Background: an optimization exercise with open tools, aiming at small area. Do not read the settings as production practice.
At most, simulation tests tie the RTL to the original design; equivalence was not proved.
For runs 3 and 4, only the layout was checked, not whether the RTL still works.
Power and IR drop assume default switching activity.

### flow/design.v
module sigma_delta_modulator #(
    parameter integer N  = 1024,
    parameter integer F  = 14,
    parameter integer SW = F + 2,
    parameter integer M  = N / 8,
    parameter integer AW = F + 1 + $clog2(N + 2),
    parameter integer IW = (N > 1) ? $clog2(N) : 1,
    parameter integer CW = (M > 1) ? $clog2(M) : 1
) (
    input  wire          clk,
    input  wire          rst,
    input  wire          start,
    input  wire          sample_valid,
    input  wire [SW-1:0] sample_data,
    output wire [IW-1:0] sample_idx,
    output reg           busy,
    output wire          done,
    output wire          fault,
    output wire [1:0]    fault_cause,
    output reg           byte_valid,
    output wire [CW-1:0] byte_addr,
    output wire [7:0]    byte_data
);
    localparam integer HW = AW - F;             
    reg [IW-1:0] idx;
    reg [F-1:0]  lo;
    reg [HW-1:0] hi;
    reg          cy;
    reg [6:0]    sh;
    wire mod_bit = ~(hi[HW-1] ^ (cy & (&hi[HW-2:0])));
    wire en = sample_valid;
    wire [2:0]    k      = {sample_data[SW-1], sample_data[SW-1:F]} + {mod_bit, mod_bit, 1'b1};
    wire [HW-1:0] add_hi = en ? {{(HW-3){k[2]}}, k} : {HW{1'b0}};
    wire [F-1:0]  add_lo = en ? sample_data[F-1:0] : {F{1'b0}};
    wire [F:0]    c_lo;
    wire [HW:0]   c_hi;
    wire [F-1:0]  s_lo;
    wire [HW-1:0] s_hi;
    assign c_lo[0] = 1'b0;
    assign c_hi[0] = cy;
    genvar i;
    generate
        for (i = 0; i < F; i = i + 1) begin : g_lo
            assign s_lo[i]   = lo[i] ^ add_lo[i] ^ c_lo[i];
            assign c_lo[i+1] = (lo[i] & add_lo[i]) | (c_lo[i] & (lo[i] ^ add_lo[i]));
        end
        for (i = 0; i < HW; i = i + 1) begin : g_hi
            assign s_hi[i]   = hi[i] ^ add_hi[i] ^ c_hi[i];
            assign c_hi[i+1] = (hi[i] & add_hi[i]) | (c_hi[i] & (hi[i] ^ add_hi[i]));
        end
    endgenerate
    wire [IW:0] inc = {1'b0, idx} + en;
    always @(posedge clk) begin
        if (start) begin
            lo  <= {F{1'b1}};
            hi  <= {HW{1'b0}};
            cy  <= 1'b0;
            idx <= {IW{1'b0}};
        end else begin
            lo  <= s_lo;
            hi  <= s_hi;
            cy  <= c_lo[F];
            idx <= inc[IW-1:0];
        end
        if (en)
            sh <= {sh[5:0], mod_bit};
    end
    always @(posedge clk) begin
        if (rst) begin
            busy       <= 1'b0;
            byte_valid <= 1'b0;
        end else if (start) begin
            busy       <= 1'b1;
            byte_valid <= 1'b0;
        end else begin
            if (busy && sample_valid && idx == N - 1)
                busy <= 1'b0;
            byte_valid <= busy && sample_valid && (idx[2:0] == 3'd7);
        end
    end
    assign sample_idx  = idx;
    assign done        = byte_valid & ~busy;
    assign byte_addr   = idx[IW-1:3] - 1'b1;
    assign byte_data   = {sh, mod_bit};
    assign fault       = 1'b0;
    assign fault_cause = 2'b00;
endmodule
### flow/flow/run.sh
#!/bin/bash
# The standard layout, with the smallest buffer on each input and output port.
set -euo pipefail
export BUFFER_PORTS_ARGS="-buffer_cell sky130_fd_sc_hd__buf_1"
bash standard.sh > standard.log 2>&1
### flow/standard.sh
#!/bin/bash
# synth_recipe.tcl (not shown) runs the flow's synth.tcl, then flattens the netlist and writes it again
# the make line also repeats each setting of config.mk as NAME=value (left out here)
make -C /OpenROAD-flow-scripts/flow DESIGN_CONFIG=/design/flow/config.mk WORK_HOME=/design/flow/orfs CLKGATE_MAP_FILE= SYNTH_SCRIPT=/design/flow/synth_recipe.tcl "${@:-finish}"
### flow/config.mk
export PLATFORM = sky130hd
export DESIGN_NAME = sigma_delta_modulator
export DESIGN_NICKNAME = sigma_delta_modulator
export VERILOG_FILES = /design/flow/design.v
export SDC_FILE = /design/flow/constraint.sdc
export NUM_CORES = 4
export LEC_CHECK = 0
export CAP_MARGIN = 20
export CORE_MARGIN = 2
export CORE_UTILIZATION = 40
export SLEW_MARGIN = 20
### flow/constraint.sdc
create_clock -name core_clock -period 8.0 [get_ports {clk}]
set_input_delay 1.6000 -clock core_clock [delete_from_list [all_inputs] [get_ports {clk}]]
set_output_delay 1.6000 -clock core_clock [all_outputs]
set_load 0.01 [all_outputs]
==> impl_metrics.yaml, run 1 <==
yosys:
  synth_top_family_by_area: "adder cells"
  synth_top_area_cell: "dfxtp_1"
  synth_fa_ha_area_frac: 0.250
  yosysSeqAreaShare: 0.441
  synthMuxAreaShare: 0
  synthXorXnorAreaFrac: 0.0428
  synth_compound_area_frac: 0.0245
  synthDistinctLibCells: 28
  ys_top_cells_by_area: "dfxtp_1, fa_1, edfxtp_1"
  ys_ff_latch: 46
  synth_area_mm2: 0.00225
  async_flop_share: 0
  syn_avg_cell_area_um2: 11.4
  synth_ff_type: "dfxtp_1"
  synth_simple_gate_area_frac: 0.194
  yosys_warnings: 1
  synth_edf_count: 7
  synthCells: 198
  synth_top_area_share: 0.347
grt:
  overflow: 0
  grt_pass1_vias: 1401
  grt_max_degree: 37
  grt_pass1_wl_um: 6450
  antenna_found_initial: 0
  gr-usage-all-layers: 0.136
cts:
  cts_tree: "yes"
  cts_buffers: 5
  cts.path.max_buffers: 2
  cts_hold_buffers: 0
  clkLatencyLatePin_ns: 0.30
  htree_levels: 2
  cts.sinks: 46
  cts-resized-gates: 0
  cts-root-buf: "clkbuf_8"
  post_cts_buffers: 0
  clk_pin_slew_ns: 0.08
finish:
  nets: 297
  final_area_mm2: 0.00259
  synthToLayoutAreaGrowth_pct: 15.4
  mostFrequentLayoutCells: "buf_1, dfxtp_1, fa_1, inv_1, nor2b_1"
  final_common_cell: "buf_1"
  antenna_cells: 0
  fill_cells: 544
  finalNonFillerCells: 320
  layout-drive-gt1-share: 0.0847
  final_util: 0.474
power_and_ir_drop:
  max-vdd-ir-drop_v: 0.000114
  p_leak_nw: 1.02
  pwr_density_cell_mw_per_mm2: 264
  finalPower_mw: 0.686
routing:
  first_pass_iters: 3
  route.detailed.wl_per_inst_um: 11.3
  wl_um: 3630
  initialDrtViolationCount: 42
  drc: 0
  antenna_left: 0
  avgViaCountPerCell: 4.57
  via_count: 1462
worst_setup_path:
  timing.rr.start: "hi[4]"
  critPathKind: "input port to register"
  worst_ep_required_time_ns: 8.25
  reg2reg_depth: 18
  cp-end-kind: "register"
  crit_path_start_kind: "input port"
  r2r_end: "hi[11]"
  ff2ff_setup_slack_ns: 2.11
  cp_max_fo: 1
  cp_data_arrival_time_ns: 6.79
floorplan:
  die_y_um: 79.0
  row_count: 27
  die-area_mm2: 0.00624
  coreArea_mm2: 0.00547
  ios: 51
  die_w_um: 79.0
  start_util: 0.411
timing:
  setup_viol_count_final: 0
  tightestPinTransition_ns: 0.649
  fmax_ghz: 0.153
  hold_viol_final: 0
  rsz0062_at_grt: "false"
  fin_skew_ns: 0.00530
  period_minus_slack_ns: 6.54
  slew_headroom: 0.568
  setup_tns_ns: 0
  hold_slack_ns: 0.458
  finalCritPeriodShare: 0.818
  setup_slack_ns: 1.46
  maxSlewViolCount: 0
min_path:
  hp-start: "sh[3]"
  whs_path_depth: 0
  min_to: "sh[4]"
  worstHoldPathType: "register to register"
placed_design:
  dp.cells: 312
  pre_cts_ws_ns: 1.11
  post_dp_cell_area_mm2: 0.00249
  place_hpwl_um: 2650
  place_congestion: 0.718
  port_buffers: 47
status:
  status: "finished clean"
job:
  drv_cap: 0
-- how the worst max path moves through the flow --
stage | start | end
3_3_place_gp | sample_data[0] | lo[13]
6_report | sample_data[0] | lo[13]
3_5_place_dp | sample_data[0] | lo[13]
2_1_floorplan | sample_data[0] | lo[13]
5_1_grt | sample_data[0] | lo[13]
4_1_cts | sample_data[0] | lo[13]
-- metal layers --
metal,share of wire,up-vias,global-route usage
met5,0,-,0
met4,0.027,0,0.0776
met3,0.050,7,0.0307
met1,0.50,693,0.190
li1,-,721,-
met2,0.43,41,0.192
-- synthesized netlist by cell type (all sizes together), types with 5 or more instances --
cell    count
dfxtp      39
fa         25
inv        14
nor2b      14
and2       13
nand2      11
or2        11
nor2        8
edfxtp      7
xnor2       7
nand4       6
a21oi       5
buf         5
ha          5
-- state kept, by name, indices dropped and copies added, names as in the netlist --
register	flops
idx	10
hi	12
busy	1
cy	1
lo	14
sh	7
byte_valid	1
-- logic make-up after synthesis --
| kind of cell | after synthesis |
|---|---|
| flops | 46 |
| other cells | 1 |
| xor+xnor | 11 |
| buf+inv | 23 |
| compound gates | 10 |
| fa+ha+maj | 30 |
| simple gates | 77 |
-- critical path: stages --
cell and delay, ns:
buf_1 0.09, and2_1 0.15, ha_1 0.17, inv_1 0.06
fa_1 0.16, inv_1 0.05, fa_1 0.37, fa_1 0.38
fa_1 0.38, fa_1 0.38, fa_1 0.38, fa_1 0.38
fa_1 0.38, fa_1 0.39, fa_1 0.38, fa_1 0.36
inv_1 0.07, fa_1 0.17, fa_1 0.40, nand2_1 0.07
-- report_power, final --
part	total [mW]	internal, mW	switching [mW]	leakage [nW]
clock network	0.170	0.0935	0.0764	0.0524
logic	0.180	0.0968	0.0830	0.582
registers	0.336	0.296	0.0402	0.389
-- area by class of cell --
class / count / area [um^2] / share of cell area
Multi-Input combinational cell: 131 / 1160 / 0.448
Sequential cell: 46 / 991 / 0.382
Timing Repair Buffer: 49 / 191 / 0.0738
Tap cell: 72 / 90.1 / 0.0347
Clock buffer: 7 / 76.3 / 0.0294
Inverter: 14 / 52.6 / 0.0203
Clock inverter: 1 / 30.0 / 0.0116
==> run 2: changes to the inputs <==
==> flow/flow/run.sh (replaced) <==
#!/bin/bash
# The standard layout, with the smallest buffer on each input and output port
# and a clock tree of a single cluster without dummy loads.
set -euo pipefail
export BUFFER_PORTS_ARGS="-buffer_cell sky130_fd_sc_hd__buf_1"
export CTS_ARGS="-sink_clustering_enable -repair_clock_nets -dont_use_dummy_load -sink_clustering_size 60 -sink_clustering_max_diameter 300 -buf_list sky130_fd_sc_hd__clkbuf_8"
bash standard.sh > standard.log 2>&1
==> impl_metrics.yaml, run 2 <==
power_and_ir_drop:
  swShare: 0.300
  pwr-share-comb: 0.279
  max-vdd-ir-drop_v: 0.000114
  p_int_mw: 0.449
  pwr_density_cell_mw_per_mm2: 251
  p_sw_mw: 0.192
  seqPwrFrac: 0.524
  pwr-share-clk: 0.197
  p_leak_nw: 1.01
worst_setup_path:
  ff2ff_setup_slack_ns: 2.10
  crit_start: "sample_data[0]"
  cp_max_fo: 1
  setup.worst_path.end: "lo[13]"
  crit_path_start_kind: "input port"
  worst_ep_required_time_ns: 8.24
  critPathKind: "input port to register"
  r2r_end: "hi[11]"
  worst-path-buf-inv: 4
  path_cells: "buf_1 > and2_1 > ha_1 > inv_1 > fa_1 > inv_1 > fa_1 > fa_1 > fa_1 > fa_1 > fa_1 > fa_1 > fa_1 > fa_1 > fa_1 > fa_1 > inv_1 > fa_1 > fa_1 > nand2_1"
  cpPeakStageDelay_ns: 0.40
  timing.rr.start: "hi[4]"
  cp_slowest_cell: "fa_1"
  crit_family: "adder cells"
  cp_common_cell: "fa_1"
  cp-end-kind: "register"
  cp_data_arrival_time_ns: 6.78
  reg2reg_depth: 18
  cp_num_cells: 20
finish:
  reg.largest.list: "lo (14), hi (12), idx (10)"
  synthToLayoutAreaGrowth_pct: 13.7
  layout-drive-gt1-share: 0.0816
  final_common_cell: "buf_1"
  mostFrequentLayoutCells: "buf_1, dfxtp_1, fa_1, inv_1, nor2b_1"
  largest_register_ffs: 14
  top_register: "lo"
  antenna_cells: 0
  final_util: 0.467
  nets: 297
grt:
  overflow: 0
  grt_max_degree: 37
  grt_pass1_wl_um: 6380
  grt_pass1_vias: 1397
  antenna_found_initial: 0
  gr-usage-all-layers: 0.134
routing:
  route.detailed.wl_per_inst_um: 11.3
  first_pass_iters: 4
  avgViaCountPerCell: 4.56
  wl_um: 3590
  initialDrtViolationCount: 25
  via_count: 1446
  drc: 0
  antenna_left: 0
timing:
  finalCritPeriodShare: 0.817
  period_minus_slack_ns: 6.54
  setup_viol_count_final: 0
  slew_headroom: 0.568
  tightestPinTransition_ns: 0.648
  setup_slack_ns: 1.46
  fmax_ghz: 0.153
  rsz0062_at_grt: "false"
  setup_tns_ns: 0
  maxSlewViolCount: 0
  fin_skew_ns: 0.0149
  hold_viol_final: 0
yosys:
  synth_area_mm2: 0.00225
  synth_top_area_share: 0.347
  ys_ff_latch: 46
  synth_commonest_cells: "dfxtp_1, fa_1, inv_1, nor2b_1, and2_1"
  yosys_warnings: 1
  async_flop_share: 0
  synth_ff_type: "dfxtp_1"
  synth_edf_count: 7
  syn_avg_cell_area_um2: 11.4
  synthDistinctLibCells: 28
  synth_top_area_cell: "dfxtp_1"
  ys_top_cells_by_area: "dfxtp_1, fa_1, edfxtp_1"
  yosysSeqAreaShare: 0.441
  post-synth-top-count-cell: "dfxtp_1"
  synthCells: 198
status:
  status: "finished clean"
min_path:
  worstHoldPathType: "register to register"
  hp-start: "sh[3]"
cts:
  htree_levels: 2
  clkLatencyLatePin_ns: 0.30
  clk_pin_slew_ns: 0.08
  cts-resized-gates: 0
  cts_tree: "yes"
  cts_hold_buffers: 0
  cts.sinks: 46
  cts-root-buf: "clkbuf_8"
  post_cts_buffers: 0
  cts_buffers: 5
  cts.path.max_buffers: 2
placed_design:
  pre_cts_ws_ns: 1.11
  place_hpwl_um: 2650
  place_congestion: 0.718
  port_buffers: 47
floorplan:
  die_w_um: 79.0
  coreArea_mm2: 0.00547
  ios: 51
  die_y_um: 79.0
  die-area_mm2: 0.00624
  row_count: 27
  start_util: 0.411
job:
  drv_cap: 0
-- run 2: cell counts after synthesis --
No cell type changed its count.
-- run 2: logic make-up after synthesis --
group / count (synthesis) / share of synthesized area
other cells: 1 / 0.00167
compound gates: 10 / 0.0245
buf+inv: 23 / 0.0456
simple gates: 77 / 0.194
fa+ha+maj: 30 / 0.250
flops: 46 / 0.441
xor+xnor: 11 / 0.0428
-- run 2: routing by layer --
layer  wire [um]  share of wire  track usage  up-vias
li1            -              -            -      717
met1        1820           0.51        0.188      684
met2        1530           0.42        0.191       39
met3         178          0.050       0.0307        6
met4          75          0.021       0.0724        0
met5           0              0            0        -
-- run 2: final cells by class --
| cell class | instances | area (um^2) |
|---|---|---|
| flip-flops and latches | 46 | 991 |
| multi-input cells | 131 | 1160 |
| well taps | 72 | 90.1 |
| inverters | 14 | 52.6 |
| repair buffers | 49 | 191 |
| fillers | 546 | 2920 |
| clock buffers | 5 | 68.8 |
-- run 2: stage by stage --
stage,hold slack (ns),cell area [um^2],instances,power [mW]
3_3_place_gp,0.431,2490,312,0.521
6_report,0.453,2560,317,0.641
4_1_cts,0.458,2560,317,0.656
2_1_floorplan,0.499,2260,200,0.477
3_5_place_dp,0.439,2490,312,0.524
5_1_grt,0.471,2560,317,0.707
-- run 2: power groups by stage --
stage	clock network (mW)	logic [mW]	registers (mW)
after floorplan	0	0.141	0.336
after global placement	0	0.178	0.343
after detailed placement	0	0.182	0.342
after CTS	0.134	0.184	0.338
after global routing	0.141	0.220	0.346
final	0.126	0.179	0.336
-- run 2: how the worst min path moves through the flow --
stage | to | depth (start not counted)
2_1_floorplan | sh[1] | 0
3_3_place_gp | sh[3] | 0
3_5_place_dp | sh[4] | 0
4_1_cts | sh[4] | 0
5_1_grt | sh[4] | 0
6_report | sh[4] | 0
==> run 3: changes to the inputs <==
--- a/flow/design.v
+++ b/flow/design.v
@@ -25,40 +25,19 @@
     reg [IW-1:0] idx;
-    reg [F-1:0]  lo;
-    reg [HW-1:0] hi;
-    reg          cy;
+    reg [AW-1:0] t;
     reg [6:0]    sh;
-    wire mod_bit = ~(hi[HW-1] ^ (cy & (&hi[HW-2:0])));
+    wire mod_bit = ~t[AW-1];
     wire en = sample_valid;
-    wire [2:0]    k      = {sample_data[SW-1], sample_data[SW-1:F]} + {mod_bit, mod_bit, 1'b1};
-    wire [HW-1:0] add_hi = en ? {{(HW-3){k[2]}}, k} : {HW{1'b0}};
     wire [F-1:0]  add_lo = en ? sample_data[F-1:0] : {F{1'b0}};
-    wire [F:0]    c_lo;
-    wire [HW:0]   c_hi;
-    wire [F-1:0]  s_lo;
-    wire [HW-1:0] s_hi;
-    assign c_lo[0] = 1'b0;
-    assign c_hi[0] = cy;
-    genvar i;
-    generate
-        for (i = 0; i < F; i = i + 1) begin : g_lo
-            assign s_lo[i]   = lo[i] ^ add_lo[i] ^ c_lo[i];
-            assign c_lo[i+1] = (lo[i] & add_lo[i]) | (c_lo[i] & (lo[i] ^ add_lo[i]));
-        end
-        for (i = 0; i < HW; i = i + 1) begin : g_hi
-            assign s_hi[i]   = hi[i] ^ add_hi[i] ^ c_hi[i];
-            assign c_hi[i+1] = (hi[i] & add_hi[i]) | (c_hi[i] & (hi[i] ^ add_hi[i]));
-        end
-    endgenerate
-    wire [IW:0] inc = {1'b0, idx} + en;
+    wire [HW-1:0] fb     = mod_bit ? {HW{1'b1}} : {{(HW-1){1'b0}}, 1'b1};
+    wire [HW-1:0] add_hi = en ? ({{(HW-2){sample_data[SW-1]}}, sample_data[SW-1:F]} + fb)
+                              : {HW{1'b0}};
+    wire [F:0]    sum_lo = {1'b0, t[F-1:0]} + {1'b0, add_lo};
+    wire [HW-1:0] sum_hi = t[AW-1:F] + add_hi + sum_lo[F];
     always @(posedge clk) begin
         if (start) begin
-            lo  <= {F{1'b1}};
-            hi  <= {HW{1'b0}};
-            cy  <= 1'b0;
+            t   <= {{HW{1'b0}}, {F{1'b1}}};
             idx <= {IW{1'b0}};
         end else begin
-            lo  <= s_lo;
-            hi  <= s_hi;
-            cy  <= c_lo[F];
-            idx <= inc[IW-1:0];
+            t   <= {sum_hi, sum_lo[F-1:0]};
+            idx <= idx + en;
         end
==> flow/run.sh (new file) <==
#!/bin/bash
# synth_recipe.tcl (not shown) runs the flow's synth.tcl, then flattens the netlist and writes it again
# the make line also repeats each setting of config.mk as NAME=value (left out here)
make -C /OpenROAD-flow-scripts/flow DESIGN_CONFIG=/design/flow/config.mk WORK_HOME=/design/flow/orfs CLKGATE_MAP_FILE= SYNTH_SCRIPT=/design/flow/synth_recipe.tcl finish
removed: flow/flow/run.sh
removed: flow/standard.sh
==> impl_metrics.yaml, run 3 <==
status:
  status: "finished clean"
yosys:
  yosys_warnings: 1
  synth_top_area_share: 0.260
  synth_ff_type: "dfxtp_1"
  synth_edf_count: 7
  syn_avg_cell_area_um2: 9.05
  synthDistinctLibCells: 49
  yosysSeqAreaShare: 0.332
  synthCells: 323
  post-synth-top-count-cell: "dfxtp_1"
  synth_commonest_cells: "dfxtp_1, nor2_1, ha_1, a21oi_1, nor2b_1"
  synth_area_mm2: 0.00292
  ys_ff_latch: 45
  async_flop_share: 0
  synth_top_area_cell: "dfxtp_1"
  ys_top_cells_by_area: "dfxtp_1, ha_1, edfxtp_1"
timing:
  maxSlewViolCount: 0
  setup_tns_ns: 0
  setup_viol_count_final: 0
  setup_slack_ns: 2.32
  hold_viol_final: 0
  finalCritPeriodShare: 0.710
  slew_headroom: 0.650
  tightestPinTransition_ns: 0.524
  period_minus_slack_ns: 5.68
  rsz0062_at_grt: "false"
  fin_skew_ns: 0.00936
  fmax_ghz: 0.176
routing:
  wl_um: 5650
  initialDrtViolationCount: 61
  antenna_left: 0
  drc: 0
  first_pass_iters: 4
  route.detailed.wl_per_inst_um: 12.0
  avgViaCountPerCell: 4.97
  via_count: 2332
grt:
  antenna_found_initial: 0
  overflow: 0
  grt_pass1_vias: 2130
  grt_max_degree: 48
  gr-usage-all-layers: 0.150
  grt_pass1_wl_um: 9460
cts:
  clk_pin_slew_ns: 0.09
  htree_levels: 2
  cts.path.max_buffers: 2
  clkLatencyLatePin_ns: 0.29
  cts_buffers: 5
  cts.sinks: 45
  cts_hold_buffers: 0
  post_cts_buffers: 0
  cts-resized-gates: 0
  cts-root-buf: "clkbuf_8"
  cts_tree: "yes"
floorplan:
  die_w_um: 89.5
  die_y_um: 89.5
  ios: 51
  die-area_mm2: 0.00801
  start_util: 0.407
  coreArea_mm2: 0.00718
  row_count: 31
power_and_ir_drop:
  pwr_density_cell_mw_per_mm2: 262
  finalPower_mw: 0.940
  p_leak_nw: 1.49
  max-vdd-ir-drop_v: 0.000137
placed_design:
  place_hpwl_um: 4190
  place_congestion: 0.785
  pre_cts_ws_ns: 1.99
  port_buffers: 47
worst_setup_path:
  cpPeakStageDelay_ns: 0.45
  path_cells: "clkdlybuf4s50_1 > buf_4 > and2_1 > ha_1 > fa_1 > a21oi_2 > o211ai_1 > a221oi_2 > o21a_1 > o21ai_1 > fa_1 > fa_1 > a211oi_2 > o21bai_1 > a21oi_2 > a21oi_1 > mux2_1"
  cp_data_arrival_time_ns: 5.87
  worst_ep_required_time_ns: 8.19
  crit_path_start_kind: "input port"
  cp_max_fo: 28
  cp-end-kind: "register"
  cp_slowest_cell: "fa_1"
  cp_common_cell: "fa_1"
  critPathKind: "input port to register"
finish:
  final_common_cell: "clkdlybuf4s50_1"
  antenna_cells: 0
  fill_cells: 695
  nets: 424
  multi_input_area_mm2: 0.00186
  synthToLayoutAreaGrowth_pct: 22.7
  largest_register_ffs: 26
  top_register: "t"
  register_area_um2: 971
  mostFrequentLayoutCells: "clkdlybuf4s50_1, dfxtp_1, nor2_1, ha_1"
  layout-drive-gt1-share: 0.0514
  reg.largest.list: "t (26), idx (10), sh (7)"
  final_util: 0.500
job:
  drv_cap: 0
min_path:
  worstHoldPathType: "register to register"
-- run 3: cell count changes in the layout (fill, tap and decap cells not counted), moves of 15 or more --
cell | previous run | this run
a21oi_1 | 5 | 20
buf_1 | 47 | 0
clkdlybuf4s50_1 | 0 | 47
fa_1 | 25 | 7
ha_1 | 5 | 28
nor2_1 | 8 | 35
-- run 3: layout make-up --
cell class,count,area share
well taps,99,0.0345
multi-input cells,258,0.519
flip-flops and latches,45,0.271
repair buffers,49,0.135
clock inverters,2,0.00942
inverters,10,0.0105
clock buffers,6,0.0202
-- run 3: power breakdown --
group | switching, mW | total, mW | internal, mW
Sequential | 0.0204 | 0.306 | 0.286
Combinational | 0.250 | 0.464 | 0.214
Clock | 0.0764 | 0.169 | 0.0923
-- run 3: metrics by stage --
step / cells / hold WS (ns) / instance area (um^2)
after floorplan: 325 / 0.499 / 2930
after global placement: 461 / 0.430 / 3480
after detailed placement: 461 / 0.438 / 3480
after CTS: 469 / 0.459 / 3590
after global routing: 469 / 0.463 / 3590
final: 469 / 0.454 / 3590
-- run 3: metal layers --
layer,up-vias,part of all wire,global-route usage
met2,27,0.47,0.252
met1,1097,0.49,0.197
li1,1203,-,-
met5,-,0,0
met4,0,0.0092,0.0366
met3,5,0.031,0.0323
-- run 3: final timing paths --
check        depth (start not counted)    startpoint  slack [ns]  endpoint
max                                 17  sample_valid        2.32     t[22]
min                                  0         sh[3]        0.45     sh[4]
max reg2reg                         14          t[0]        4.10     t[22]
min reg2reg                          0         sh[3]        0.45     sh[4]
-- run 3: kinds of logic after synthesis --
kind of cell / after synthesis / share of synthesized area
mux: 9 / 0.0321
compound gates: 71 / 0.162
flops: 45 / 0.332
buf+inv: 22 / 0.0334
fa+ha+maj: 35 / 0.168
simple gates: 121 / 0.214
other cells: 1 / 0.00128
xor+xnor: 19 / 0.0569
-- run 3: critical path, delay by kind of cell --
family	cells	cell delay, ns
AO/OA/AOI/OAI	9	1.65
adder cells (fa/ha/maj)	4	1.52
buffers and inverters	2	0.62
multiplexers	1	0.30
AND/OR/NAND/NOR	1	0.17
==> run 4: changes to the inputs <==
--- a/flow/design.v
+++ b/flow/design.v
@@ -29,8 +29,15 @@
     wire en = sample_valid;
-    wire [F-1:0]  add_lo = en ? sample_data[F-1:0] : {F{1'b0}};
-    wire [HW-1:0] fb     = mod_bit ? {HW{1'b1}} : {{(HW-1){1'b0}}, 1'b1};
-    wire [HW-1:0] add_hi = en ? ({{(HW-2){sample_data[SW-1]}}, sample_data[SW-1:F]} + fb)
-                              : {HW{1'b0}};
-    wire [F:0]    sum_lo = {1'b0, t[F-1:0]} + {1'b0, add_lo};
-    wire [HW-1:0] sum_hi = t[AW-1:F] + add_hi + sum_lo[F];
+    wire [2:0]    k      = {sample_data[SW-1], sample_data[SW-1:F]} + {mod_bit, mod_bit, 1'b1};
+    wire [AW-1:0] addend = en ? {{(AW-F-3){k[2]}}, k, sample_data[F-1:0]} : {AW{1'b0}};
+    wire [AW:0]   cy;
+    wire [AW-1:0] sum;
+    assign cy[0] = 1'b0;
+    genvar i;
+    generate
+        for (i = 0; i < AW; i = i + 1) begin : g_add
+            assign sum[i]  = t[i] ^ addend[i] ^ cy[i];
+            assign cy[i+1] = (t[i] & addend[i]) | (cy[i] & (t[i] ^ addend[i]));
+        end
+    endgenerate
+    wire [IW:0]   inc    = {1'b0, idx} + en;
     always @(posedge clk) begin
@@ -40,4 +47,4 @@
         end else begin
-            t   <= {sum_hi, sum_lo[F-1:0]};
-            idx <= idx + en;
+            t   <= sum;
+            idx <= inc[IW-1:0];
         end
==> impl_metrics.yaml, run 4 <==
status:
  status: "failed layout checks"
  violatedChecks: "negative setup slack"
power_and_ir_drop:
  p_leak_nw: 1.09
  pwr_density_cell_mw_per_mm2: 234
  finalPower_mw: 0.683
  max-vdd-ir-drop_v: 0.000140
worst_setup_path:
  critPathKind: "input port to register"
  cp_common_cell: "fa_2"
  cp_data_arrival_time_ns: 10.66
  cp_slowest_cell: "fa_2"
  cp-end-kind: "register"
  crit_family: "adder cells"
  cp_max_fo: 2
  worst_ep_required_time_ns: 8.18
  crit_path_start_kind: "input port"
  worst-path-buf-inv: 3
  cpPeakStageDelay_ns: 0.37
yosys:
  syn_avg_cell_area_um2: 11.6
  synth_top_area_cell: "dfxtp_1"
  synth_top_area_share: 0.344
  yosys_warnings: 1
  synth_area_mm2: 0.00221
  post-synth-top-count-cell: "dfxtp_1"
  synthCells: 190
  async_flop_share: 0
  ys_ff_latch: 45
  synth_ff_type: "dfxtp_1"
  ys_top_cells_by_area: "dfxtp_1, fa_1, edfxtp_1"
  synthDistinctLibCells: 28
  yosysSeqAreaShare: 0.439
  synth_commonest_cells: "dfxtp_1, fa_1, nor2b_1, and2_1, or2_2"
  synth_edf_count: 7
grt:
  overflow: 0
  gr-usage-all-layers: 0.148
  antenna_found_initial: 0
  grt_max_degree: 27
  grt_pass1_vias: 1450
  grt_pass1_wl_um: 7010
timing:
  maxSlewViolCount: 0
  setup_tns_ns: -11.46
  hold_slack_ns: 0.460
  period_minus_slack_ns: 10.48
  finalCritPeriodShare: 1.31
  slew_headroom: 0.660
  fin_skew_ns: 0.00443
  setup_viol_count_final: 8
  setup_slack_ns: -2.48
  hold_viol_final: 0
  fmax_ghz: 0.0954
  tightestPinTransition_ns: 0.508
  rsz0062_at_grt: "true"
floorplan:
  die_w_um: 78.3
  row_count: 27
  die_y_um: 78.3
  ios: 51
  die-area_mm2: 0.00613
  coreArea_mm2: 0.00541
  start_util: 0.409
finish:
  fill_cells: 520
  final_util: 0.541
  multi_input_area_mm2: 0.00124
  synthToLayoutAreaGrowth_pct: 32.3
  antenna_cells: 0
  nets: 289
  final_common_cell: "clkdlybuf4s50_1"
  top_register: "t"
  reg.largest.list: "t (26), idx (10), sh (7)"
  register_area_um2: 971
  largest_register_ffs: 26
  finalNonFillerCells: 312
  layout-drive-gt1-share: 0.242
  mostFrequentLayoutCells: "clkdlybuf4s50_1, dfxtp_1, fa_2, nor2b_1"
routing:
  antenna_left: 0
  drc: 0
  avgViaCountPerCell: 4.49
  wl_um: 4020
  first_pass_iters: 4
  initialDrtViolationCount: 57
  route.detailed.wl_per_inst_um: 12.9
  via_count: 1401
placed_design:
  place_hpwl_um: 2940
  dp.cells: 304
  place_congestion: 0.726
  port_buffers: 47
cts:
  cts.sinks: 45
  cts_buffers: 5
  clkLatencyLatePin_ns: 0.29
  cts.path.max_buffers: 2
  clk_pin_slew_ns: 0.08
  cts_tree: "yes"
  cts-root-buf: "clkbuf_8"
  htree_levels: 2
  cts_hold_buffers: 0
job:
  drv_cap: 0
min_path:
  worstHoldPathType: "register to register"
==> run 4: changes by cell type after synthesis, moves of 9 or more <==
cell | before | now
fa_1 | 7 | 25
or2_2 | 2 | 13
ha_1 | 28 | 5
a21oi_1 | 20 | 4
xor2_1 | 12 | 3
nor2_1 | 35 | 8
nand2_1 | 18 | 4
==> run 4: stage by stage <==
step	setup WS (ns)	instance area, um^2
3_3_place_gp	-3.01	2830
6_report	-2.48	2920
2_1_floorplan	-2.49	2300
5_1_grt	-2.75	2920
4_1_cts	-2.50	2920
3_5_place_dp	-3.11	2830
==> run 4: layer usage <==
layer | global-route usage | vias to the layer above | part of all wire
met2 | 0.222 | 28 | 0.45
met4 | 0.0526 | 0 | 0.012
met3 | 0.0356 | 5 | 0.048
met5 | 0 | - | 0
met1 | 0.209 | 678 | 0.49
li1 | - | 690 | -
==> run 4: worst paths after layout <==
| kind | start | end | slack (ns) | cells after the start |
|---|---|---|---|---|
| max | sample_data[0] | t[25] | -2.48 | 32 |
| min | sh[2] | sh[3] | 0.46 | 0 |
| max reg2reg | t[0] | t[25] | -1.28 | 30 |
| min reg2reg | sh[2] | sh[3] | 0.46 | 0 |
==> run 4: layout make-up <==
cell class	count	area share
clock buffers	5	0.0235
flip-flops and latches	45	0.332
multi-input cells	127	0.424
clock inverters	3	0.00599
inverters	9	0.0116
well taps	72	0.0308
repair buffers	51	0.172
==> run 4: cell families (layout without fill, tap and decap cells) <==
group                      count (synthesis)  after routing  share of synthesized area
adders and majority gates                 30             30                      0.255
xor gates and xnor gates                  10             10                     0.0396
AOI/OAI and AO/OA                          9              9                     0.0221
and+or+nand+nor                           75             75                      0.200
DFF                                       45             45                      0.439
buffers and inverters                     20             68                     0.0425
other                                      1              3                    0.00170
==> run 4: power by group <==
group	switching, mW	internal (mW)	leakage (nW)	total, mW
Clock	0.0764	0.0603	0.0439	0.137
Sequential	0.0400	0.288	0.380	0.328
Combinational	0.0882	0.130	0.667	0.218
==> run 4: repair_timing <==
action,in CTS,in global routing
setup buffers,0,0
gates cloned,0,0
resized for setup,10,1
endpoints found under the hold margin,0,0
setup endpoints to repair,9,9

[re-timing with driven ports]
Ports are ideal in the flow. The routed layouts listed here were re-timed in OpenROAD. Step 1 sets driving cells, clkbuf_16 on the clock port and buf_2 on the other inputs (assumed; they add their load-dependent delay and slew). Step 2 times the ports against the registers' clock, not the clock port: input delays grow and output delays shrink by t, the midpoint of the rising clock arrivals with the driver on. Three values: ideal, step 1, step 2; two values: the first two.
| run | t, ns | setup WS [ns] | worst setup path after step 2 | clock arrival spread, ns | worst slew at a driven data input, ns |
|---|---|---|---|---|---|
| run 1 | 0.323 | 1.459 / 1.466 / 1.143 | input to register | 0.006 / 0.006 | 0.03 |
| run 2 | 0.317 | 1.461 / 1.468 / 1.151 | input to register | 0.016 / 0.016 | 0.03 |
| run 3 | 0.320 | 2.317 / 2.325 / 2.006 | input to register | 0.010 / 0.009 | 0.04 |
| run 4 | 0.317 | -2.477 / -2.483 / -2.800 | input to register | 0.005 / 0.004 | 0.04 |
For run 4, which loses most, drivers alone change the setup slack by -0.006 ns; drivers and shift together by -0.323 ns.
